Background: an optimization exercise with open tools, aiming at small area. Do not read the settings as production practice.
The RTL was checked by simulation tests, not by an equivalence proof against the original design.
Power figures rest on the tool's default switching activity, not on a simulated workload.

**design.v**
```verilog
module sc_crc8_byte (
    input  wire [7:0] c_in,
    input  wire [7:0] b,
    output wire [7:0] c_out
);
    wire [7:0] s0 = c_in ^ b;
    wire [7:0] s1 = s0[7] ? ({s0[6:0], 1'b0} ^ 8'h31) : {s0[6:0], 1'b0};
    wire [7:0] s2 = s1[7] ? ({s1[6:0], 1'b0} ^ 8'h31) : {s1[6:0], 1'b0};
    wire [7:0] s3 = s2[7] ? ({s2[6:0], 1'b0} ^ 8'h31) : {s2[6:0], 1'b0};
    wire [7:0] s4 = s3[7] ? ({s3[6:0], 1'b0} ^ 8'h31) : {s3[6:0], 1'b0};
    wire [7:0] s5 = s4[7] ? ({s4[6:0], 1'b0} ^ 8'h31) : {s4[6:0], 1'b0};
    wire [7:0] s6 = s5[7] ? ({s5[6:0], 1'b0} ^ 8'h31) : {s5[6:0], 1'b0};
    wire [7:0] s7 = s6[7] ? ({s6[6:0], 1'b0} ^ 8'h31) : {s6[6:0], 1'b0};
    wire [7:0] s8 = s7[7] ? ({s7[6:0], 1'b0} ^ 8'h31) : {s7[6:0], 1'b0};
    assign c_out = s8;
endmodule
module sc_ao222 (
    input  wire [2:0] a,
    input  wire [2:0] s,
    output wire       y
);
    assign y = ~((a[0] & s[0]) | (a[1] & s[1]) | (a[2] & s[2]));
endmodule
module sc_onehot_mux #(parameter N = 3, parameter W = 8) (
    input  wire [N*W-1:0] d,
    input  wire [N-1:0]   sel,
    output wire [W-1:0]   y
);
    localparam G = N / 3;           
    localparam R = N - 3 * G;       
    genvar b, g;
    generate
        for (b = 0; b < W; b = b + 1) begin : g_bit
            wire [G-1:0] t;
            for (g = 0; g < G; g = g + 1) begin : g_grp
                sc_ao222 u_ao (
                    .a({d[(3*g+2)*W + b], d[(3*g+1)*W + b], d[(3*g)*W + b]}),
                    .s(sel[3*g +: 3]),
                    .y(t[g])
                );
            end
            if (R == 0) begin : g_r0
                assign y[b] = ~&t;
            end else if (R == 1) begin : g_r1
                assign y[b] = ~&t | (d[(3*G)*W + b] & sel[3*G]);
            end else begin : g_r2
                assign y[b] = ~&t | (d[(3*G)*W + b] & sel[3*G]) |
                              (d[(3*G+1)*W + b] & sel[3*G+1]);
            end
        end
    endgenerate
endmodule
module sensor_core (
    input  wire        clk,
    input  wire        rst,             
    input  wire        start,
    input  wire [15:0] desc,
    input  wire        ld_we,           
    input  wire        ld_len_we,       
    input  wire        ld_tx,           
    input  wire [4:0]  ld_addr,
    input  wire [7:0]  ld_data,
    input  wire [6:0]  rd_addr,
    output reg  [15:0] rd_data,
    output wire [15:0] status,
    output wire [2:0]  ph,
    output wire        bus_req,
    output wire [6:0]  bus_addr,
    output wire [3:0]  bus_wlen,
    output wire [63:0] bus_wdata,
    output wire [5:0]  bus_rlen,
    input  wire        bus_rvalid,
    input  wire [7:0]  bus_rdata,
    input  wire        bus_done,
    input  wire        bus_err,
    output wire        tmr_run,
    input  wire        tmr_exp
);
    localparam [2:0] PH_IDLE  = 3'd0;
    localparam [2:0] PH_XFER1 = 3'd1;
    localparam [2:0] PH_WAIT  = 3'd2;
    localparam [2:0] PH_XFER2 = 3'd3;
    localparam [2:0] PH_CHECK = 3'd4;
    localparam [2:0] ST_DEC   = 3'd0;   
    localparam [2:0] ST_RNG   = 3'd1;   
    localparam [2:0] ST_SUM   = 3'd2;   
    localparam [2:0] ST_SUMLO = 3'd3;   
    localparam [2:0] ST_GRP   = 3'd4;   
    localparam [2:0] ST_FILL  = 3'd5;   
    localparam [3:0] OP_WORD    = 4'h1;
    localparam [3:0] OP_CSUM    = 4'h2;
    localparam [3:0] OP_CRC8    = 4'h3;
    localparam [3:0] OP_CRCG    = 4'h4;
    localparam [3:0] OP_CRCV    = 4'h5;
    localparam [3:0] OP_XIMM    = 4'h6;
    localparam [3:0] OP_XDLY    = 4'h7;
    localparam [3:0] OP_PMREAD  = 4'h8;
    localparam [3:0] OP_GSERIAL = 4'h9;
    localparam [3:0] OP_GFEAT   = 4'hA;
    localparam [3:0] OP_GSTART  = 4'hB;
    localparam [3:0] OP_GAIRQ   = 4'hC;
    localparam [3:0] OP_GRDBL   = 4'hD;
    localparam [3:0] OP_GWRBL   = 4'hE;
    localparam [2:0] E_NONE = 3'd0, E_TRANSPORT = 3'd1, E_MALFORMED = 3'd2,
                     E_CHECKSUM = 3'd3, E_INTEGRITY = 3'd4, E_INVCAL = 3'd5;
    localparam [2:0] S_NONE = 3'd0, S_MARKER = 3'd1, S_LENGTH = 3'd2,
                     S_DEVERR = 3'd3, S_CRC = 3'd4;
    reg  [7:0]  rx [0:31];
    reg  [5:0]  rxlen;
    reg  [7:0]  tx [0:7];
    reg  [3:0]  txlen;
    reg  [7:0]  res [4:28];     
    reg  [15:0] acc;            
    reg  [15:0] opd;
    reg  [2:0]  phase;
    reg  [2:0]  st;
    reg  [5:0]  idx;            
    reg         st_done, st_pass, st_fault;
    reg  [2:0]  st_err, st_sub;
    reg  [1:0]  st_grp;
    wire busy = (phase != PH_IDLE);
    wire [3:0] op  = opd[15:12];
    wire       dev = opd[11];
    wire [4:0] fa  = opd[10:6];
    wire [5:0] fb  = opd[5:0];
    reg illegal;
    always @* begin
        case (op)
            OP_WORD, OP_CRCG:  illegal = dev || (fb != 6'd0);
            OP_CRC8:           illegal = dev;
            OP_XIMM, OP_XDLY:  illegal = (fa != 5'd0) || (fb > 6'd32);
            4'h0, 4'hF:        illegal = 1'b1;
            default:           illegal = (opd[11:0] != 12'd0);
        endcase
    end
    wire is_rng  = (op == OP_WORD) || (op == OP_CRC8) || (op == OP_CRCG);
    wire delayed = (op == OP_XDLY) || (op == OP_GAIRQ);
    reg [5:0] op_rlen;
    always @* begin
        case (op)
            OP_XIMM, OP_XDLY: op_rlen = fb;
            OP_PMREAD:        op_rlen = 6'd32;
            OP_GSERIAL:       op_rlen = 6'd9;
            OP_GFEAT:         op_rlen = 6'd3;
            OP_GAIRQ, OP_GRDBL: op_rlen = 6'd6;
            default:          op_rlen = 6'd0;
        endcase
    end
    wire op_gas = (op == OP_XIMM || op == OP_XDLY) ? dev : (op != OP_PMREAD);
    wire [5:0] cur_rlen = (!phase[1] && delayed) ? 6'd0 : op_rlen;
    wire [5:0] rng_len = (op == OP_WORD) ? 6'd2 : (op == OP_CRCG) ? 6'd3 : fb;
    wire [6:0] end_a   = is_rng ? {2'b00, fa} : (st == ST_SUM) ? 7'h7E : 7'h00;
    wire [6:0] end_b   = is_rng ? {1'b0, rng_len} : {1'b0, rxlen};
    wire [6:0] scan_end = end_a + end_b;
    wire       at_end  = (idx == scan_end[5:0]);
    wire       g_ge3 = (idx[3:0] >= 4'd3);
    wire       g_ge6 = (idx[3:0] >= 4'd6);
    wire [1:0] gnum  = {g_ge6, g_ge3 & !g_ge6};
    wire       gpos0 = (idx[3:0] == 4'd0) || (idx[3:0] == 4'd3) || (idx[3:0] == 4'd6);
    wire       gpos1 = (idx[3:0] == 4'd1) || (idx[3:0] == 4'd4) || (idx[3:0] == 4'd7);
    wire       gpos2 = !gpos0 && !gpos1;
    wire [2:0] fill_src = {(!idx[2] && idx[1] && idx[0]) || (idx[2] && !idx[1] && !idx[0]),
                           (!idx[2] && (idx[1] ^ idx[0])) || (idx[2] && idx[1] && idx[0]),
                           !idx[0]};
    wire       filling  = (st == ST_FILL);
    wire [4:0] eng_raddr = filling ? {2'b00, fill_src} : idx[4:0];
    wire [6:0] ra = busy ? {2'b01, eng_raddr} : rd_addr;
    wire       ra_regs = (ra[6:5] == 2'b00);
    wire [31:0] sel_rx;
    wire [7:0]  sel_tx;
    wire [11:0] sel_res;
    genvar si;
    generate
        for (si = 0; si < 32; si = si + 1) begin : g_srx
            assign sel_rx[si] = (ra[6:5] == 2'b01) && (ra[4:0] == si);
        end
        for (si = 0; si < 8; si = si + 1) begin : g_stx
            assign sel_tx[si] = ra[6] && (ra[2:0] == si);
        end
        for (si = 0; si < 12; si = si + 1) begin : g_sres
            assign sel_res[si] = ra_regs && !ra[4] && (ra[3:0] == si);
        end
    endgenerate
    wire sel_ver   = ra_regs && (ra[4:0] == 5'h0C);
    wire sel_acc   = ra_regs && !ra[4] && (ra[3:2] == 2'b11) && (ra[1:0] != 2'b00);
    wire sel_rxlen = ra_regs && ra[4] && (ra[1:0] == 2'b00);
    wire sel_txlen = ra_regs && ra[4] && (ra[1:0] == 2'b01);
    wire sel_opd   = ra_regs && ra[4] && ra[1];
    wire [255:0] rx_flat;
    wire [63:0]  tx_flat;
    wire [95:0]  res_lo, res_hi;
    genvar gi;
    generate
        for (gi = 0; gi < 32; gi = gi + 1) begin : g_rxf
            assign rx_flat[8*gi +: 8] = rx[gi];
        end
        for (gi = 0; gi < 8; gi = gi + 1) begin : g_txf
            assign tx_flat[8*gi +: 8] = tx[gi];
        end
        for (gi = 0; gi < 12; gi = gi + 1) begin : g_resf
            assign res_hi[8*gi +: 8] = res[4 + 2*gi];
            assign res_lo[8*gi +: 8] = res[5 + 2*gi];
        end
    endgenerate
    wire [7:0] rd_lo, rd_hi;
    sc_onehot_mux #(.N(57), .W(8)) u_rd_lo (
        .d({opd[7:0], 4'd0, txlen, 2'd0, rxlen, acc[7:0], res[28], res_lo, tx_flat, rx_flat}),
        .sel({sel_opd, sel_txlen, sel_rxlen, sel_acc, sel_ver, sel_res, sel_tx, sel_rx}),
        .y(rd_lo)
    );
    sc_onehot_mux #(.N(14), .W(8)) u_rd_hi (
        .d({opd[15:8], acc[15:8], res_hi}),
        .sel({sel_opd, sel_acc, sel_res}),
        .y(rd_hi)
    );
    wire [7:0] rx_q = rd_lo;
    always @* rd_data = {rd_hi, rd_lo};
    reg [7:0] fill_const;
    always @* begin
        if (!idx[0]) fill_const = (op == OP_GSERIAL) ? 8'h36 : 8'h20;
        else begin
            case (op)
                OP_GSERIAL: fill_const = 8'h82;
                OP_GFEAT:   fill_const = 8'h2F;
                OP_GSTART:  fill_const = 8'h03;
                OP_GAIRQ:   fill_const = 8'h08;
                OP_GRDBL:   fill_const = 8'h15;
                default:    fill_const = 8'h1E;
            endcase
        end
    end
    wire       in_xfer = (phase == PH_XFER1) || (phase == PH_XFER2);
    wire [7:0] wbus = !busy ? ld_data :
                      in_xfer ? bus_rdata :
                      (filling && idx[2:1] == 2'b00) ? fill_const : rx_q;
    assign ph        = phase;
    assign status    = busy ? 16'h0001 :
                       {st_fault, 1'b0, st_grp, 1'b0, st_sub, 1'b0, st_err,
                        1'b0, st_pass, st_done, 1'b0};
    assign bus_req   = in_xfer;
    assign bus_addr  = op_gas ? 7'h58 : 7'h12;
    assign bus_wlen  = phase[1] ? 4'd0 : txlen;
    assign bus_rlen  = cur_rlen;
    assign tmr_run   = (phase == PH_WAIT);
    assign bus_wdata = tx_flat;
    wire       grp_first = (st == ST_GRP) && gpos0;
    wire [7:0] crc_in = acc[7:0] | {8{grp_first}};
    wire [7:0] crc_out;
    sc_crc8_byte u_crc (.c_in(crc_in), .b(rx_q), .c_out(crc_out));
    wire [15:0] sum_next = acc + {8'd0, rx_q};
    wire [7:0]  cmp_byte = (st == ST_SUMLO) ? acc[7:0] : acc[15:8];
    wire        cmp_ne   = (rx_q != cmp_byte);
    wire [4:0] grp_slot = {1'b0, g_ge6, !g_ge6, g_ge3 && !g_ge6, gpos1};
    wire [4:0] res_widx = (st == ST_GRP) ? grp_slot : idx[4:0];
    wire accept = !busy && !st_fault;
    wire rng_fault = (scan_end > {1'b0, rxlen});
    wire rxlen_grp = (rxlen == 6'd3) || (rxlen == 6'd6) || (rxlen == 6'd9);
    reg  dec_fault;
    always @* begin
        case (op)
            OP_WORD, OP_CRC8, OP_CRCG: dec_fault = rng_fault;
            OP_CSUM:                   dec_fault = (rxlen[5:1] == 5'd0);
            OP_CRCV:                   dec_fault = !rxlen_grp;
            default:                   dec_fault = 1'b0;
        endcase
    end
    reg        rx_we, tx_we, res_we;
    reg  [4:0] rx_waddr;
    reg  [2:0] tx_waddr;
    always @* begin
        rx_we    = 1'b0;
        tx_we    = 1'b0;
        res_we   = 1'b0;
        rx_waddr = idx[4:0];
        tx_waddr = idx[2:0];
        if (!busy) begin
            rx_waddr = ld_addr;
            tx_waddr = ld_addr[2:0];
            rx_we    = accept && ld_we && !ld_tx;
            tx_we    = accept && ld_we && ld_tx && !ld_addr[4] && !ld_addr[3];
        end else if (in_xfer) begin
            rx_we = bus_rvalid && (cur_rlen != 6'd0) && !idx[5];
        end else if (phase == PH_CHECK) begin
            case (st)
                ST_SUM: begin
                    res_we = !at_end && (idx >= 6'd4) && (idx <= 6'd28);
                end
                ST_GRP:  res_we = !at_end && !gpos2;
                ST_FILL: tx_we  = !idx[3];
                default: ;
            endcase
        end
    end
    integer k;
    always @(posedge clk) begin
        for (k = 0; k < 32; k = k + 1)
            if (rx_we && rx_waddr == k) rx[k] <= wbus;
        for (k = 0; k < 8; k = k + 1)
            if (tx_we && tx_waddr == k) tx[k] <= wbus;
        for (k = 4; k < 29; k = k + 1)
            if (res_we && res_widx == k) res[k] <= wbus;
    end
    always @(posedge clk) begin
        if (rst) begin
            phase    <= PH_IDLE;
            st_done  <= 1'b0;
            st_pass  <= 1'b0;
            st_err   <= E_NONE;
            st_sub   <= S_NONE;
            st_grp   <= 2'd0;
            st_fault <= 1'b0;
            rxlen    <= 6'd0;
            txlen    <= 4'd0;
        end else begin
            case (phase)
            PH_IDLE: begin
                idx <= 6'd0;
                st  <= ST_DEC;
                if (accept && start) begin
                    opd     <= desc;
                    st_done <= 1'b0;
                    st_pass <= 1'b0;
                    st_err  <= E_NONE;
                    st_sub  <= S_NONE;
                    st_grp  <= 2'd0;
                    phase   <= PH_CHECK;
                end else if (accept && ld_len_we) begin
                    if (!ld_tx && ld_data <= 8'd32)
                        rxlen <= ld_data[5:0];
                    else if (ld_tx && ld_data <= 8'd8)
                        txlen <= ld_data[3:0];
                end
            end
            PH_XFER1, PH_XFER2: begin
                if (bus_rvalid)
                    idx <= idx + 6'd1;
                if (bus_done) begin
                    idx <= 6'd0;
                    if (bus_err || idx != cur_rlen) begin
                        if (cur_rlen != 6'd0)
                            rxlen <= 6'd0;
                        st_err  <= bus_err ? E_TRANSPORT : E_MALFORMED;
                        st_sub  <= bus_err ? S_NONE : S_LENGTH;
                        st_done <= 1'b1;
                        phase   <= PH_IDLE;
                    end else begin
                        if (cur_rlen != 6'd0)
                            rxlen <= cur_rlen;
                        if (!phase[1] && delayed) begin
                            phase <= PH_WAIT;
                        end else if (op == OP_PMREAD) begin
                            phase <= PH_CHECK;
                            st    <= ST_SUM;
                        end else if (cur_rlen != 6'd0 && op != OP_XIMM && op != OP_XDLY) begin
                            phase <= PH_CHECK;
                            st    <= ST_GRP;
                        end else begin
                            st_done <= 1'b1;
                            phase   <= PH_IDLE;
                        end
                    end
                end
            end
            PH_WAIT: begin
                idx <= 6'd0;
                if (tmr_exp) phase <= PH_XFER2;
            end
            default: begin
                case (st)
                ST_DEC: begin
                    acc <= 16'h00FF;
                    if (illegal || dec_fault) begin
                        st_fault <= 1'b1;
                        phase    <= PH_IDLE;
                    end else begin
                        case (op)
                        OP_WORD, OP_CRC8, OP_CRCG: begin
                            idx <= {1'b0, fa};
                            st  <= ST_RNG;
                        end
                        OP_CSUM: begin
                            acc     <= 16'h0000;
                            st_pass <= 1'b1;
                            st      <= ST_SUM;
                        end
                        OP_CRCV:
                            st <= ST_GRP;
                        OP_XIMM, OP_XDLY:
                            phase <= PH_XFER1;
                        OP_PMREAD: begin
                            acc   <= 16'h0000;
                            txlen <= 4'd0;
                            phase <= PH_XFER1;
                        end
                        OP_GWRBL:
                            if (rxlen != 6'd6) begin
                                st_err  <= E_INVCAL;
                                st_sub  <= S_LENGTH;
                                st_done <= 1'b1;
                                phase   <= PH_IDLE;
                            end else begin
                                st <= ST_GRP;
                            end
                        default: begin  
                            txlen <= 4'd2;
                            st    <= ST_FILL;
                        end
                        endcase
                    end
                end
                ST_RNG: begin
                    if (at_end) begin
                        if (op == OP_CRCG) st_pass <= (acc[7:0] == 8'h00);
                        st_done <= 1'b1;
                        phase   <= PH_IDLE;
                    end else begin
                        idx <= idx + 6'd1;
                        if (op == OP_WORD) acc <= {acc[7:0], rx_q};
                        else               acc[7:0] <= crc_out;
                    end
                end
                ST_SUM: begin
                    idx <= idx + 6'd1;
                    if (at_end) begin
                        st <= ST_SUMLO;
                        if (cmp_ne) begin
                            if (op == OP_PMREAD) begin
                                st_err <= E_CHECKSUM;
                                st_sub <= S_NONE;
                            end else begin
                                st_pass <= 1'b0;
                            end
                        end
                    end else begin
                        acc <= sum_next;
                        if (op == OP_PMREAD) begin
                            if ((idx == 6'd0 && rx_q != 8'h42) ||
                                (idx == 6'd1 && rx_q != 8'h4D)) begin
                                st_err  <= E_MALFORMED;
                                st_sub  <= S_MARKER;
                                st_done <= 1'b1;
                                phase   <= PH_IDLE;
                            end
                            if (idx == 6'd29 && rx_q != 8'h00) begin
                                st_err <= E_MALFORMED;
                                st_sub <= S_DEVERR;
                            end
                        end
                    end
                end
                ST_SUMLO: begin
                    if (cmp_ne) begin
                        if (op == OP_PMREAD) begin
                            st_err <= E_CHECKSUM;
                            st_sub <= S_NONE;
                        end else begin
                            st_pass <= 1'b0;
                        end
                    end
                    st_done <= 1'b1;
                    phase   <= PH_IDLE;
                end
                ST_GRP: begin
                    if (at_end) begin
                        if (op == OP_CRCV) st_pass <= 1'b1;
                        if (op == OP_GWRBL) begin
                            txlen <= 4'd8;
                            idx   <= 6'd0;
                            st    <= ST_FILL;
                        end else begin
                            st_done <= 1'b1;
                            phase   <= PH_IDLE;
                        end
                    end else begin
                        idx      <= idx + 6'd1;
                        acc[7:0] <= crc_out;
                        if (gpos2 && crc_out != 8'h00) begin
                            st_grp  <= gnum;
                            if (op != OP_CRCV) begin
                                st_err <= (op == OP_GWRBL) ? E_INVCAL : E_INTEGRITY;
                                st_sub <= S_CRC;
                            end
                            st_done <= 1'b1;
                            phase   <= PH_IDLE;
                        end
                    end
                end
                default: begin  
                    idx <= idx + 6'd1;
                    if (idx[3]) begin
                        idx   <= 6'd0;
                        phase <= PH_XFER1;
                    end
                end
                endcase
            end
            endcase
        end
    end
endmodule
```
**constraint.sdc**
```tcl
create_clock -name core_clock -period 10.0 [get_ports {clk}]
set_input_delay 2.0000 -clock core_clock [delete_from_list [all_inputs] [get_ports {clk}]]
set_output_delay 2.0000 -clock core_clock [all_outputs]
set_load 0.01 [all_outputs]
```
**flow/area.abc**
```
strash
&get -n
&fraig -x
&put
scorr
dc2
strash
&get -n
&deepsyn -T 20
&put
dch -f
amap
```
**config.mk**
```make
export PLATFORM = sky130hd
export DESIGN_NAME = sensor_core
export DESIGN_NICKNAME = sensor_core
export VERILOG_FILES = /design/flow/design.v
export SDC_FILE = /design/flow/constraint.sdc
export NUM_CORES = 4
export LEC_CHECK = 0
export CAP_MARGIN = 20
export CORE_MARGIN = 2
export CORE_UTILIZATION = 40
export SLEW_MARGIN = 20
export SYNTH_HIERARCHICAL = 1
```
**standard.sh**
```bash
#!/bin/bash
# synth_recipe.tcl (not shown) runs the flow's synth.tcl, then flattens the netlist and writes it again
# the make line also repeats each setting of config.mk as NAME=value (left out here)
make -C /OpenROAD-flow-scripts/flow DESIGN_CONFIG=/design/flow/config.mk WORK_HOME=/design/flow/orfs CLKGATE_MAP_FILE= SYNTH_SCRIPT=/design/flow/synth_recipe.tcl "${@:-finish}"
```
**flow/run.sh**
```bash
#!/bin/bash
# Own flow: the standard layout (standard.sh) with these changes:
#  - synthesis: ABC maps the combinational logic with the area-oriented script
#    in area.abc instead of ORFS's speed script.  Registers are mapped by ORFS's
#    dfflibmap before ABC runs, so they keep the standard synthesis's cells and
#    names; everything else in synthesis is the standard flow's own script.
#  - port buffers: every input and output port still gets a buffer, but the
#    smallest buffer cell is used.
#  - clock tree: the arguments in cts.args (no dummy loads, larger clusters).
# Every tool's output goes to a log file in the work folder:
#   synth.log (yosys, via make synth), layout.log (the rest, via make finish);
#   ORFS's per-step logs are under orfs/logs/.
set -euo pipefail
W=$(pwd)
F=$W/flow
# ORFS's synth.tcl with only the ABC call changed
sed 's|log_cmd abc {\*}\$abc_args|log_cmd abc -script '"$F"'/area.abc {*}$lib_args {*}$lib_dont_use_args|' \
    "$FLOW_HOME/scripts/synth.tcl" > "$W/synth_area.tcl"
grep -q 'area.abc' "$W/synth_area.tcl"
# The standard flow's synthesis script (synth -nofsm -noshare, flatten, rename), sourcing the copy above
sed "s|\$::env(SCRIPTS_DIR)/synth.tcl|$W/synth_area.tcl|" synth_recipe.tcl > "$W/own_synth.tcl"
grep -q 'synth_area.tcl' "$W/own_synth.tcl"
bash standard.sh SYNTH_SCRIPT="$W/own_synth.tcl" synth > "$W/synth.log" 2>&1
bash standard.sh "BUFFER_PORTS_ARGS=-buffer_cell sky130_fd_sc_hd__buf_1" \
    "CTS_ARGS=$(tr '\n' ' ' < "$F/cts.args")" finish > "$W/layout.log" 2>&1
test -f "$W/out/final.def"
```
**flow/cts.args**
```
-sink_clustering_enable -repair_clock_nets -dont_use_dummy_load -sink_clustering_size 16 -sink_clustering_max_diameter 50 -buf_list {sky130_fd_sc_hd__clkbuf_8}
```
==> impl_results.md, run 1 <==
- NetSw: between 0.003 and 0.004 W
- CTS max path bufs: 3
- CTS Root Cell: clkbuf_8
- Vias in the first global route: 17130
- Initial Utilization: 0.4035
- Pin count of the biggest net entering global routing: 66
- Synth Flop Type: edfxtp_1
- Leading area contributor after synthesis: edfxtp_1
- Final setup vio count: 0
- FILL cells: 5434
- Clock share of power: 0.160
- Buf/Inv on CP: 7
- Post-synth EDFFs: 561
- Area share of the leading cell type in the synthesized netlist: 0.6929
- Max-cap violation count: 0
- Slew HR: 0.2729
- # port buffers: around 160
- First-pass GRT wire length: ~120 mm
- Status: no timing/DRC/antenna violations
- Sequential Power Share: 0.442
- Clock latency (worst-skew pair): around 0.74 ns
- Final period utilization: 0.8573
- Crit-path max FO: 27
- Crit path DAT: roughly 9 ns
- Layout cells sized above 1: 0.05478
- Synth-to-Final Area Change: 11.07%
- HP Start: st_err[0]$_SDFFE_PP0P_
- Grt ovf: 0
- Post-layout nets: between 2000 and 2500
- CP Class: reg -> reg
- Synthesized flop and latch total: 585
- Max-slew violation count: 0
- Vias: 18050
- Worst Tran Pin Value: roughly 1.1 ns
- Post-route antenna net violation count: 0
- Max VDD drop: 0.2286 mV
- Sum of negative setup slack: 0 ns
- Io pins: between 150 and 200
- Internal cell power: between 0.004 and 0.005 W
- Library cells used by synthesis: 52
- GRT Util Overall: 0.2532
- Multi-input logic area: 6445 sq um
- Clock Sinks: a little under 600
- Sequential area share after synthesis: 0.7127
- Initial antenna violation count: 4
- DRT Pass-1 Iters: 14
- Crit path launch: phase[1]$_SDFFE_PP0P_
- CTS Hold Bufs: 0
- Setup crit start kind: flop
- Post-CTS sizing: 0
- Die height: 250.5 um
- Pleak: 8.263 nW
- Syn. warnings: 10
- Area contributors post-synth: edfxtp_1 69%, a222oi_1 7.8%, nor2_1 3.9%
- Worst path slowest cell: a211oi_1
- Required @ worst endpoint: around 11 ns
- Die area: 62770 sq um
- Cell count after synthesis: 1745
- Initial DRC count: roughly 3200
- Std-Cell Rows: 90
- Endpoints failing hold: 0
- FMAX: approximately 120 MHz
- Post-Syn Area: 24310 sq um
- Pwr Density: 290.7 nW/um^2
- Ys async rst share: 0
- Core area: approximately 60000 sq um
- Clock slew at reported path FFs: 0.06 ns
- Post-DP HPWL: 57.51 mm
- GP Congestion: 1.004
- Drt via density: between 6 and 7
- Layout Skew: 0.1376 ns
- Worst setup EP type: flop
- Top delay family on crit path: simple AND/OR/NAND/NOR gates
- Final WL: 81.34 mm
- Sequential Area: 17330 sq um
- Sw Share: 0.4150
- Setup Buffers After CTS: 0
- Width of the chip: 250.5 um
- CP max stage delay: 0.55 ns
- Synthesized area per cell: 13.93 sq um
- Final core utilization: 0.4482
- Htree depth: 2
- Number of remaining DRC errors: 0
- Routed len/inst: 29.14 um
- Logic pwr share: 0.398
- CTS tree: built
- TritonCTS Buffers: 56
- R2r startpoint: phase[1]$_SDFFE_PP0P_
- RSZ-0062 raised after global routing: false
- Worst Hold Class: reg -> reg
- Fin crit period: 8.573 ns
## Yosys stat by module, one instance, submodules excluded, a selection
module | copies in the design | area [sq um] | cells
sensor_core | 1 | 21820 | 1449
sc_crc8_byte | 1 | 186.4 | 40
sc_ao222 | 184 | 10.01 | 1
## tightest hold or removal path: stages (launching register included)
cell and delay [ns]:
dfxtp_1 0.30, clkinv_1 0.05, o21ai_0 0.07
## stage by stage
| step | total power [W] | area [sq um] | cells | hold WS [ns] | setup WS (ns) |
|---|---|---|---|---|---|
| floorplan | 0.005244 | 24360 | 1757 | 0.4330 | 1.951 |
| global placement | 0.006557 | 26210 | 2732 | 0.4538 | 1.264 |
| detailed placement | 0.006602 | 26220 | 2734 | 0.4581 | 1.077 |
| CTS | 0.007826 | 26990 | 2790 | 0.4674 | 1.655 |
| global route | 0.008173 | 27000 | 2791 | 0.4770 | 0.7211 |
| finish | 0.007850 | 27000 | 2791 | 0.4690 | 1.427 |
## final timing paths
| check | slack [ns] | endpoint | cells after the start |
|---|---|---|---|
| setup / recovery | 1.43 | st_err[0]$_SDFFE_PP0P_ | 34 |
| hold / removal | 0.47 | st_err[0]$_SDFFE_PP0P_ | 2 |
| setup reg to reg | 1.43 | st_err[0]$_SDFFE_PP0P_ | 34 |
| hold reg to reg | 0.47 | st_err[0]$_SDFFE_PP0P_ | 2 |
## cell usage after synthesis (all sizes together), types with 2 or more instances
master	number
o21ai	60
nor3	41
or3	21
nor2	255
o21bai	4
a22oi	3
a21oi	36
o311ai	3
nand4	54
nor2b	9
a21o	2
and3	7
o211a	2
o211ai	8
nand3	15
conb	2
dfxtp	24
clkinv	145
o21a	16
or2	15
o22ai	38
fa	2
a222oi	189
ha	25
a211oi	7
o32ai	7
nor4	13
nand2	96
o2111ai	6
o221ai	10
a32oi	3
or4	6
o221a	4
nor4b	2
o32a	5
a221o	9
o41ai	2
a221oi	4
edfxtp	561
buf	11
a31oi	12
## power groups by stage
stage / clock network (W) / logic, W / registers [W]
4_1_cts: 0.00128 / 0.00309 / 0.00346
5_1_grt: 0.00136 / 0.00334 / 0.00347
3_3_place_gp: 0 / 0.00304 / 0.00351
3_5_place_dp: 0 / 0.00309 / 0.00351
6_report: 0.00126 / 0.00313 / 0.00347
2_1_floorplan: 0 / 0.00174 / 0.00350
## cell usage in the layout, fill, tap and decap left out, types with 7 or more instances in the layout
cell type,instances
a222oi_1,189
buf_4,43
o221ai_1,9
nor2b_1,9
o211ai_1,8
o21a_1,16
clkbuf_8,56
nor3_1,40
and3_1,7
nor2_1,252
a31oi_1,12
edfxtp_1,561
conb_1,14
a211oi_1,7
nand2_1,96
buf_1,163
dfxtp_1,24
nand4_1,54
or2_0,15
clkinv_1,143
nand3_1,15
ha_1,25
o22ai_1,38
o32ai_1,7
o21ai_0,60
or3_1,21
a221o_1,8
a21oi_1,35
nor4_1,13
## logic make-up after synthesis
| family | synth area share |
|---|---|
| AND/OR/NAND/NOR | 0.09995 |
| XOR/XNOR | 0.0003603 |
| AO/OA/AOI/OAI | 0.1464 |
| buffers and inverters | 0.02578 |
| flip-flops | 0.7127 |
| other | 0.0003089 |
| adder cells (fa/ha/maj) | 0.01451 |
## layout make-up
type	instances	share of cell area
timing repair buffer	206	0.03461
antenna	1	0.00009267
multi-input combinational	1016	0.2387
clock buffer	56	0.02854
tap	782	0.03624
inverter	145	0.02016
sequential	585	0.6417
## flip-flops by register name (all words and copies together) (netlist names)
register and flops:
txlen 4, rx 256, opd 16, phase 3, st_sub 3, st_pass 1
st_done 1, res 200, tx 64, st_fault 1, st_err 3, st 3
idx 6, rxlen 6, st_grp 2, acc 16
## layer usage
layer,GRT usage,wire [um],up-vias
met5,0,37,-
met4,0.07562,2301,6
met1,0.3544,32860,8961
met3,0.05799,9249,165
met2,0.3949,36880,1214
li1,-,-,7702
==> run 2, diff against run 1 <==
--- a/flow/run.sh
+++ b/flow/run.sh
@@ -6,7 +6,8 @@
 #    names; everything else in synthesis is the standard flow's own script.
 #  - port buffers: every input and output port still gets a buffer, but the
 #    smallest buffer cell is used.
-#  - clock tree: the arguments in cts.args (no dummy loads, larger clusters).
+#  - clock tree: the arguments in cts.args (no dummy loads; clkbuf_8 leaf
+#    buffers in clusters of at most 16 sinks and 50 um).
 # Every tool's output goes to a log file in the work folder:
 #   synth.log (yosys, via make synth), layout.log (the rest, via make finish);
 #   ORFS's per-step logs are under orfs/logs/.
--- a/config.mk
+++ b/config.mk
@@ -7,6 +7,7 @@
 export LEC_CHECK = 0
 export CAP_MARGIN = 20
 export CORE_MARGIN = 2
-export CORE_UTILIZATION = 40
+export CORE_UTILIZATION = 60
+export GPL_TIMING_DRIVEN = 0
 export SLEW_MARGIN = 20
 export SYNTH_HIERARCHICAL = 1
==> run 2 against run 1 <==
  * Total power fell by 0.49%
  * First-iteration DRC count down 6.3%
  * Worst hold slack lost 0.0076 ns
  * Critical path depth down 2
  * Maximum frequency down 6.0%
  * Critical endpoint unchanged
  * Final cell count down 9.9%
  * Via count is 1.3% lower
  * Final area shrank 1.1%
  * Largest power group unchanged
==> impl_results.md, run 2 <==
- Post-layout nets: 2070 (was 2091)
- Post-synth EDFFs: 561 (unchanged)
- Setup Buffers After CTS: 0 (unchanged)
- Compound-Gate Fraction of Synth Area: 0.1464 (unchanged)
- Cell with the most instances after synthesis: edfxtp_1 (unchanged)
- GP Congestion: 0.9865 (was 1.004)
- Layout Skew: 0.08776 ns (was 0.1376 ns)
- TritonCTS Buffers: 48 (was 56)
- Pleak: 8.181 nW (was 8.263 nW)
- RSZ-0062 raised after global routing: false (unchanged)
- CTS tree: built (unchanged)
- Max-slew violation count: 0 (unchanged)
- Std-Cell Rows: 73 (was 90)
- DRT Pass-1 Iters: 13 (was 14)
- Required @ worst endpoint: 10.52 ns (was 10.57 ns)
- Post-Syn Area: 24310 sq um (unchanged)
- Width of the chip: 205.3 um (was 250.5 um)
- Grt ovf: 0 (unchanged)
- Vias in the first global route: 16660 (was 17130)
- Area contributors post-synth: edfxtp_1 69%, a222oi_1 7.8%, nor2_1 3.9% (unchanged)
- Max-cap violation count: 0 (unchanged)
- Initial Utilization: 0.6105 (was 0.4035)
- Post-DP HPWL: 53.40 mm (was 57.51 mm)
- Endpoints failing hold: 0 (unchanged)
- Synth Flop Type: edfxtp_1 (unchanged)
- HP Start: st_done$_SDFFE_PP0P_ (was st_err[0]$_SDFFE_PP0P_)
- Slew HR: 0.2616 (was 0.2729)
- Die area: 42140 sq um (was 62770 sq um)
- Fin crit period: 9.121 ns (was 8.573 ns)
- Non-filler cells, final: 2514 (was 2791)
- First-pass GRT wire length: 107.9 mm (was 116.7 mm)
- Hold path depth: 1 (was 2)
- R2r startpoint: phase[1]$_SDFFE_PP0P_ (unchanged)
- Final period utilization: 0.9121 (was 0.8573)
- Pin count of the biggest net entering global routing: 54 (was 66)
- CTS max path bufs: 3 (unchanged)
- Most used cell, CP: nor2_1
- Worst path slowest cell: or3_1 (was a211oi_1)
- Worst Hold Class: reg -> reg (unchanged)
- Synthesized area per cell: 13.93 sq um (unchanged)
- GRT Util Overall: 0.3552 (was 0.2532)
- Worst Tran Pin Value: 1.104 ns (was 1.082 ns)
- Library cells used by synthesis: 52 (unchanged)
- Core area: 39820 sq um (was 60250 sq um)
- CP Class: reg -> reg (unchanged)
- Crit-path max FO: 15 (was 27)
- # port buffers: 163 (unchanged)
- Status: no timing/DRC/antenna violations (unchanged)
- CP max stage delay: 0.57 ns (was 0.55 ns)
- Layout cells sized above 1: 0.05536 (was 0.05478)
- Max reg flops: 256 (unchanged)
- Final setup vio count: 0 (unchanged)
- Largest family of logic cells by synthesized area: compound AO/OA/AOI/OAI gates (unchanged)
- Io pins: 172 (unchanged)
- Post-route antenna net violation count: 0 (unchanged)
- Synth-to-Final Area Change: 9.856% (was 11.07%)
- Clock Sinks: 585 (unchanged)
- Mux contribution to synthesized area: 0 (unchanged)
- Initial DRC count: 3004 (was 3205)
- Commonest non-fill, non-tap cell in the layout: edfxtp_1 (unchanged)
- Vias: 17820 (was 18050)
- Final core utilization: 0.6706 (was 0.4482)
- Sequential area share after synthesis: 0.7127 (unchanged)
- Crit path DAT: 9.64 ns (was 9.14 ns)
- Cell count after synthesis: 1745 (unchanged)
- Pwr Density: 292.5 nW/um^2 (was 290.7 nW/um^2)
- Initial antenna violation count: 3 (was 4)
- Worst reg2reg path depth: 32 (was 34)
- Drt via density: 7.088 (was 6.466)
- Syn. warnings: 10 (unchanged)
- Leading area contributor after synthesis: edfxtp_1 (unchanged)
- Synthesized flop and latch total: 585 (unchanged)
- Adder-cell share of the synthesized area: 0.01451 (unchanged)
- Commonest non-fill, non-tap cells in the layout: 561 x edfxtp_1, 241 x nor2_1, 189 x a222oi_1 (was 561 x edfxtp_1, 252 x nor2_1, 189 x a222oi_1)
- Die height: 205.3 um (was 250.5 um)
- Clock slew at reported path FFs: 0.06 ns (about the same)
- Placed insts: 2461 (was 2734)
- Post-synth top cells: 561 x edfxtp_1, 255 x nor2_1, 189 x a222oi_1, 145 x clkinv_1, 96 x nand2_1 (unchanged)
- FILL cells: 2916 (was 5434)
- Post-Synth XOR/XNOR Area: 0.0003603 (unchanged)
- Area share of the leading cell type in the synthesized netlist: 0.6929 (unchanged)
- Worst flop-to-flop path endpoint: st_err[0]$_SDFFE_PP0P_ (unchanged)
- Setup crit start kind: flop (unchanged)
- Clock latency (worst-skew pair): 0.67 ns (was 0.74 ns)
- Number of remaining DRC errors: 0 (unchanged)
- Routed len/inst: 29.48 um (was 29.14 um)
- Reg2reg setup slack: 0.88 ns (was 1.43 ns)
- Synth Area in Simple Gates: 0.09995 (unchanged)
- Final WL: 74.11 mm (was 81.34 mm)
- Post-CTS sizing: 0 (unchanged)
- FMAX: 109.6 MHz (was 116.6 MHz)
- Ys async rst share: 0 (unchanged)
- CTS Hold Bufs: 0 (unchanged)
- Biggest regs: rx x256, res x200, tx x64 (unchanged)
- CTS Root Cell: clkbuf_8 (unchanged)
- Most flops, register: rx (unchanged)
- Max VDD drop: 0.1723 mV (was 0.2286 mV)
- Htree depth: 2 (unchanged)
- WHS Endpoint: st_done$_SDFFE_PP0P_ (was st_err[0]$_SDFFE_PP0P_)
- Worst setup EP type: flop (unchanged)
## run 2: cell counts after synthesis
No cell type changed its count.
## run 2: cell type report
cell class	instances	area [sq um]	area share
inverters	145	550.5	0.02061
multi-input cells	1017	6559	0.2456
plain buffers	11	82.58	0.003092
diodes	2	5.005	0.0001874
flip-flops and latches	585	17330	0.6488
repair inverters	1	5.005	0.0001874
well taps	525	656.9	0.02460
repair buffers	180	860.8	0.03223
clock buffers	48	660.6	0.02474
## run 2: per-layer routing
metal / wire length, um / global-route usage
met1: 28640 / 0.5153
met2: 33060 / 0.5372
met3: 9290 / 0.07412
met4: 3114 / 0.1300
met5: 0 / 0
## run 2: cells by family (layout without fill, tap and decap cells)
group | count (synthesis) | in the layout
DFF | 585 | 585
and+or+nand+nor | 537 | 538
AOI/OAI and AO/OA | 437 | 437
buffers and inverters | 156 | 385
adders and majority gates | 27 | 27
other | 2 | 16
xor gates and xnor gates | 1 | 1
## run 2: worst max-delay path by stage
stage	endpoint	cells after the start	from	slack [ns]
floorplan	res[10][1]$_DFFE_PP_	18	phase[1]$_SDFFE_PP0P_	1.95
global placement	rx[27][1]$_DFFE_PP_	18	phase[1]$_SDFFE_PP0P_	-4.81
detailed placement	st_err[0]$_SDFFE_PP0P_	32	phase[1]$_SDFFE_PP0P_	0.07
CTS	st_err[0]$_SDFFE_PP0P_	32	phase[1]$_SDFFE_PP0P_	0.09
global route	st_err[0]$_SDFFE_PP0P_	32	phase[1]$_SDFFE_PP0P_	0.23
finish	st_err[0]$_SDFFE_PP0P_	32	phase[1]$_SDFFE_PP0P_	0.88
## run 2: metrics by stage
step | instance area [sq um] | TNS [ns] | total power, W | hold WS [ns] | worst slack, ns
2_1_floorplan | 24360 | 0 | 0.005244 | 0.4330 | 1.951
3_3_place_gp | 25620 | -619.64 | 0.006445 | 0.4453 | -4.808
3_5_place_dp | 26000 | 0 | 0.006627 | 0.4558 | 0.06980
4_1_cts | 26660 | 0 | 0.007736 | 0.4666 | 0.09364
5_1_grt | 26710 | 0 | 0.008160 | 0.4821 | 0.2253
6_report | 26710 | 0 | 0.007811 | 0.4614 | 0.8794
## run 2: per-module statistics from Yosys (local to each module, per instance), excerpt
module | cells inside | area [sq um]
sensor_core | 1449 | 21820
sc_crc8_byte | 40 | 186.4
sc_ao222 | 1 | 10.01
## run 2: critical path, delay by kind of cell, from the launching register on
family	cells	cell delay (ns)
simple gates	17	4.97
flops	1	0.42
compound gates	11	2.68
buf+inv	4	1.01
## run 2: power breakdown
part | internal [W] | switching [W] | total [W]
logic | 0.000841 | 0.00239 | 0.00323
registers | 0.00335 | 0.0000982 | 0.00345
clock network | 0.000428 | 0.000709 | 0.00114
==> run 3, diff against run 2 <==
--- a/config.mk
+++ b/config.mk
@@ -8,6 +8,5 @@
 export CAP_MARGIN = 20
 export CORE_MARGIN = 2
 export CORE_UTILIZATION = 60
-export GPL_TIMING_DRIVEN = 0
 export SLEW_MARGIN = 20
 export SYNTH_HIERARCHICAL = 1
==> run 3 against run 2 <==
  * Maximum frequency increased by 1.4%
  * Critical path type unchanged
  * Routed wire length increased by 0.27%
  * Area after synthesis unchanged
  * Core utilization decreased by 0.36 points
  * Clock power about the same
  * Combinational power decreased by 4%
  * Setup slack improved by 0.13 ns
  * Register-to-register slack improved by 0.13 ns
==> impl_results.md, run 3 <==
- NetSw: 0.003191 W (was 0.003193 W)
- Vias in the first global route: 16790 (was 16660)
- Worst path slowest cell: nor3_1 (was or3_1)
- Post-CTS sizing: 0 (unchanged)
- GP Congestion: 1.059 (was 0.9865)
- Fin crit period: 8.991 ns (was 9.121 ns)
- Layout cells sized above 1: 0.05063 (was 0.05536)
- Clock slew at reported path FFs: 0.07 ns (was 0.06 ns)
- Library cells used by synthesis: 52 (unchanged)
- Worst setup EP type: flop (unchanged)
- Biggest regs: rx x256, res x200, tx x64 (unchanged)
- Clock latency (worst-skew pair): 0.68 ns (was 0.67 ns)
- Internal cell power: 0.004542 W (was 0.004618 W)
- Post-route antenna net violation count: 0 (unchanged)
- TritonCTS Buffers: 50 (was 48)
- CP max stage delay: 0.83 ns (was 0.57 ns)
- Post-DP HPWL: 52.60 mm (was 53.40 mm)
- Max-cap violation count: 0 (unchanged)
- Area share of the leading cell type in the synthesized netlist: 0.6929 (unchanged)
- Setup crit start kind: flop (unchanged)
- Final core utilization: 0.6670 (was 0.6706)
- Final setup vio count: 0 (unchanged)
- CTS max path bufs: 3 (unchanged)
- Htree depth: 2 (unchanged)
- Final period utilization: 0.8991 (was 0.9121)
- Sw Share: 0.4127 (was 0.4088)
- CTS Hold Bufs: 0 (unchanged)
- Sequential area share after synthesis: 0.7127 (unchanged)
- Crit-path max FO: 16 (was 15)
- Post-synth EDFFs: 561 (unchanged)
- CTS Root Cell: clkbuf_8 (unchanged)
- Clock Sinks: 585 (unchanged)
- RSZ-0062 raised after global routing: false (unchanged)
- FMAX: 111.2 MHz (was 109.6 MHz)
- Commonest non-fill, non-tap cells in the layout: 561 x edfxtp_1, 249 x nor2_1, 189 x a222oi_1 (was 561 x edfxtp_1, 241 x nor2_1, 189 x a222oi_1)
- Initial antenna violation count: 5 (was 3)
- Cell with the most instances after synthesis: edfxtp_1 (unchanged)
- Cell count after synthesis: 1745 (unchanged)
- Slew HR: 0.2676 (was 0.2616)
- Crit path DAT: 9.55 ns (was 9.64 ns)
- CTS tree: built (unchanged)
- Clock share of power: 0.151 (was 0.146)
- Grt ovf: 0 (unchanged)
- Leading area contributor after synthesis: edfxtp_1 (unchanged)
- DRT Pass-1 Iters: 14 (was 13)
- Initial Utilization: 0.6105 (unchanged)
- Post-layout nets: 2078 (was 2070)
- Syn. warnings: 10 (unchanged)
- Sequential Power Share: 0.447 (was 0.441)
- Max reg flops: 256 (unchanged)
- Final WL: 74.31 mm (was 74.11 mm)
- Number of remaining DRC errors: 0 (unchanged)
- Max VDD drop: 0.2139 mV (was 0.1723 mV)
- Layout Skew: 0.08056 ns (was 0.08776 ns)
- Synthesized area per cell: 13.93 sq um (unchanged)
- Post-synth top cells: 561 x edfxtp_1, 255 x nor2_1, 189 x a222oi_1, 145 x clkinv_1, 96 x nand2_1 (unchanged)
- Required @ worst endpoint: 10.55 ns (was 10.52 ns)
- Synthesized flop and latch total: 585 (unchanged)
- Area contributors post-synth: edfxtp_1 69%, a222oi_1 7.8%, nor2_1 3.9% (unchanged)
- Synth Flop Type: edfxtp_1 (unchanged)
- Pwr Density: 291.1 nW/um^2 (was 292.5 nW/um^2)
- Worst Tran Pin Value: 1.090 ns (was 1.104 ns)
- First-pass GRT wire length: 108.6 mm (was 107.9 mm)
- Setup Buffers After CTS: 0 (unchanged)
- Width of the chip: 205.3 um (unchanged)
- Sum of negative setup slack: 0 ns (unchanged)
- Std-Cell Rows: 73 (unchanged)
- Max-slew violation count: 0 (unchanged)
- Routed len/inst: 29.45 um (was 29.48 um)
- Pleak: 8.183 nW (was 8.181 nW)
- Io pins: 172 (unchanged)
- Hold_ws: 0.4680 ns (was 0.4614 ns)
- Status: no timing/DRC/antenna violations (unchanged)
- Synth-to-Final Area Change: 9.264% (was 9.856%)
- Core area: 39820 sq um (unchanged)
- Drt via density: 7.170 (was 7.088)
- Logic pwr share: 0.402 (was 0.413)
- Pin count of the biggest net entering global routing: 66 (was 54)
- Most flops, register: rx (unchanged)
- Endpoints failing hold: 0 (unchanged)
- CP Class: reg -> reg (unchanged)
- Post-Syn Area: 24310 sq um (unchanged)
- Die height: 205.3 um (unchanged)
- Vias: 18090 (was 17820)
- Ys async rst share: 0 (unchanged)
- Initial DRC count: 3629 (was 3004)
- GRT Util Overall: 0.3550 (was 0.3552)
- Die area: 42140 sq um (unchanged)
- Commonest non-fill, non-tap cell in the layout: edfxtp_1 (unchanged)
- # port buffers: 163 (unchanged)
- Worst Hold Class: reg -> reg (unchanged)
run 3: worst paths after layout:
path | end | slack, ns | from | cells past startpoint
min reg2reg | st_sub[2]$_SDFFE_PP0P_ | 0.47 | st_sub[2]$_SDFFE_PP0P_ | 2
max reg2reg | st_err[0]$_SDFFE_PP0P_ | 1.01 | st[0]$_DFFE_PP_ | 30
min | st_sub[2]$_SDFFE_PP0P_ | 0.47 | st_sub[2]$_SDFFE_PP0P_ | 2
max | st_err[0]$_SDFFE_PP0P_ | 1.01 | st[0]$_DFFE_PP_ | 30
run 3: worst max-delay path, delay by kind of cell (launching register included):
kind	cells	cell delay [ns]
AND/OR/NAND/NOR	15	4.55
AO/OA/AOI/OAI	11	2.87
buffers and inverters	4	0.90
flip-flops	1	0.57
run 3: per-module statistics from Yosys (local to each module, per instance), a selection:
module / copies in the design / area [sq um] / flip-flops and latches / cells
sc_ao222: 184 / 10.01 / 0 / 1
sensor_core: 1 / 21820 / 585 / 1449
sc_crc8_byte: 1 / 186.4 / 0 / 40
run 3: area by class of cell:
type	count	area (sq um)
flip-flops and latches	585	17330
fillers	2939	13260
inverters	145	544.3
repair buffers	199	882.1
clock buffers	50	688.2
diodes	3	7.507
multi-input cells	1016	6457
well taps	525	656.9
run 3: power groups by stage:
stage | Sequential (W) | Clock (W) | Combinational (W)
6_report | 0.00346 | 0.00117 | 0.00311
3_5_place_dp | 0.00350 | 0 | 0.00304
3_3_place_gp | 0.00350 | 0 | 0.00299
4_1_cts | 0.00345 | 0.00118 | 0.00305
5_1_grt | 0.00346 | 0.00126 | 0.00331
2_1_floorplan | 0.00350 | 0 | 0.00174
run 3: metrics by stage:
stage	cell area, sq um	setup WS (ns)	power, W	instances
after floorplan	24360	1.951	0.005244	1757
final	26560	1.009	0.007733	2523
after global placement	25850	1.240	0.006491	2470
after CTS	26540	1.359	0.007680	2520
after detailed placement	25850	0.9515	0.006547	2470
after global routing	26560	0.3432	0.008030	2523
run 3: per-layer routing:
| metal | share of wire | track usage | up-vias |
|---|---|---|---|
| met4 | 0.047 | 0.1560 | 2 |
| met1 | 0.39 | 0.5191 | 8802 |
| met5 | 0.00017 | 0 | - |
| li1 | - | - | 7673 |
| met3 | 0.12 | 0.06129 | 202 |
| met2 | 0.44 | 0.5296 | 1412 |
run 3: cells by family after synthesis:
kind of cell | count (synthesis) | share of synthesized area
compound gates | 437 | 0.1464
xor+xnor | 1 | 0.0003603
buf+inv | 156 | 0.02578
other cells | 2 | 0.0003089
flops | 585 | 0.7127
fa+ha+maj | 27 | 0.01451
simple gates | 537 | 0.09995

-- static timing again, ports no longer ideal --
Ports are ideal in the flow. The routed layouts listed here were re-timed in OpenROAD.
Step 1 assumes that a clkbuf_16 drives the clock port and a buf_2 every other input.
Step 2, shift: input delay + t, output delay - t, t = (earliest + latest rising clock arrival at the registers) / 2. This alone moves slack from input paths to output paths.
Slacks: ideal / step 1 / step 2; pairs: ideal / step 1.
run | t (ns) | setup WS [ns] | clock arrival spread, ns
run 1 | 0.728 | 1.427 / 1.427 / 0.906 | 0.137 / 0.137
run 2 | 0.680 | 0.879 / 0.879 / 0.268 | 0.088 / 0.088
run 3 | 0.697 | 1.009 / 1.009 / 0.707 | 0.081 / 0.081
After both steps setup and hold are still met in every run listed. The setup slack of run 2, which loses most, moves by 0.000 ns with the drivers and by -0.611 ns with both steps.
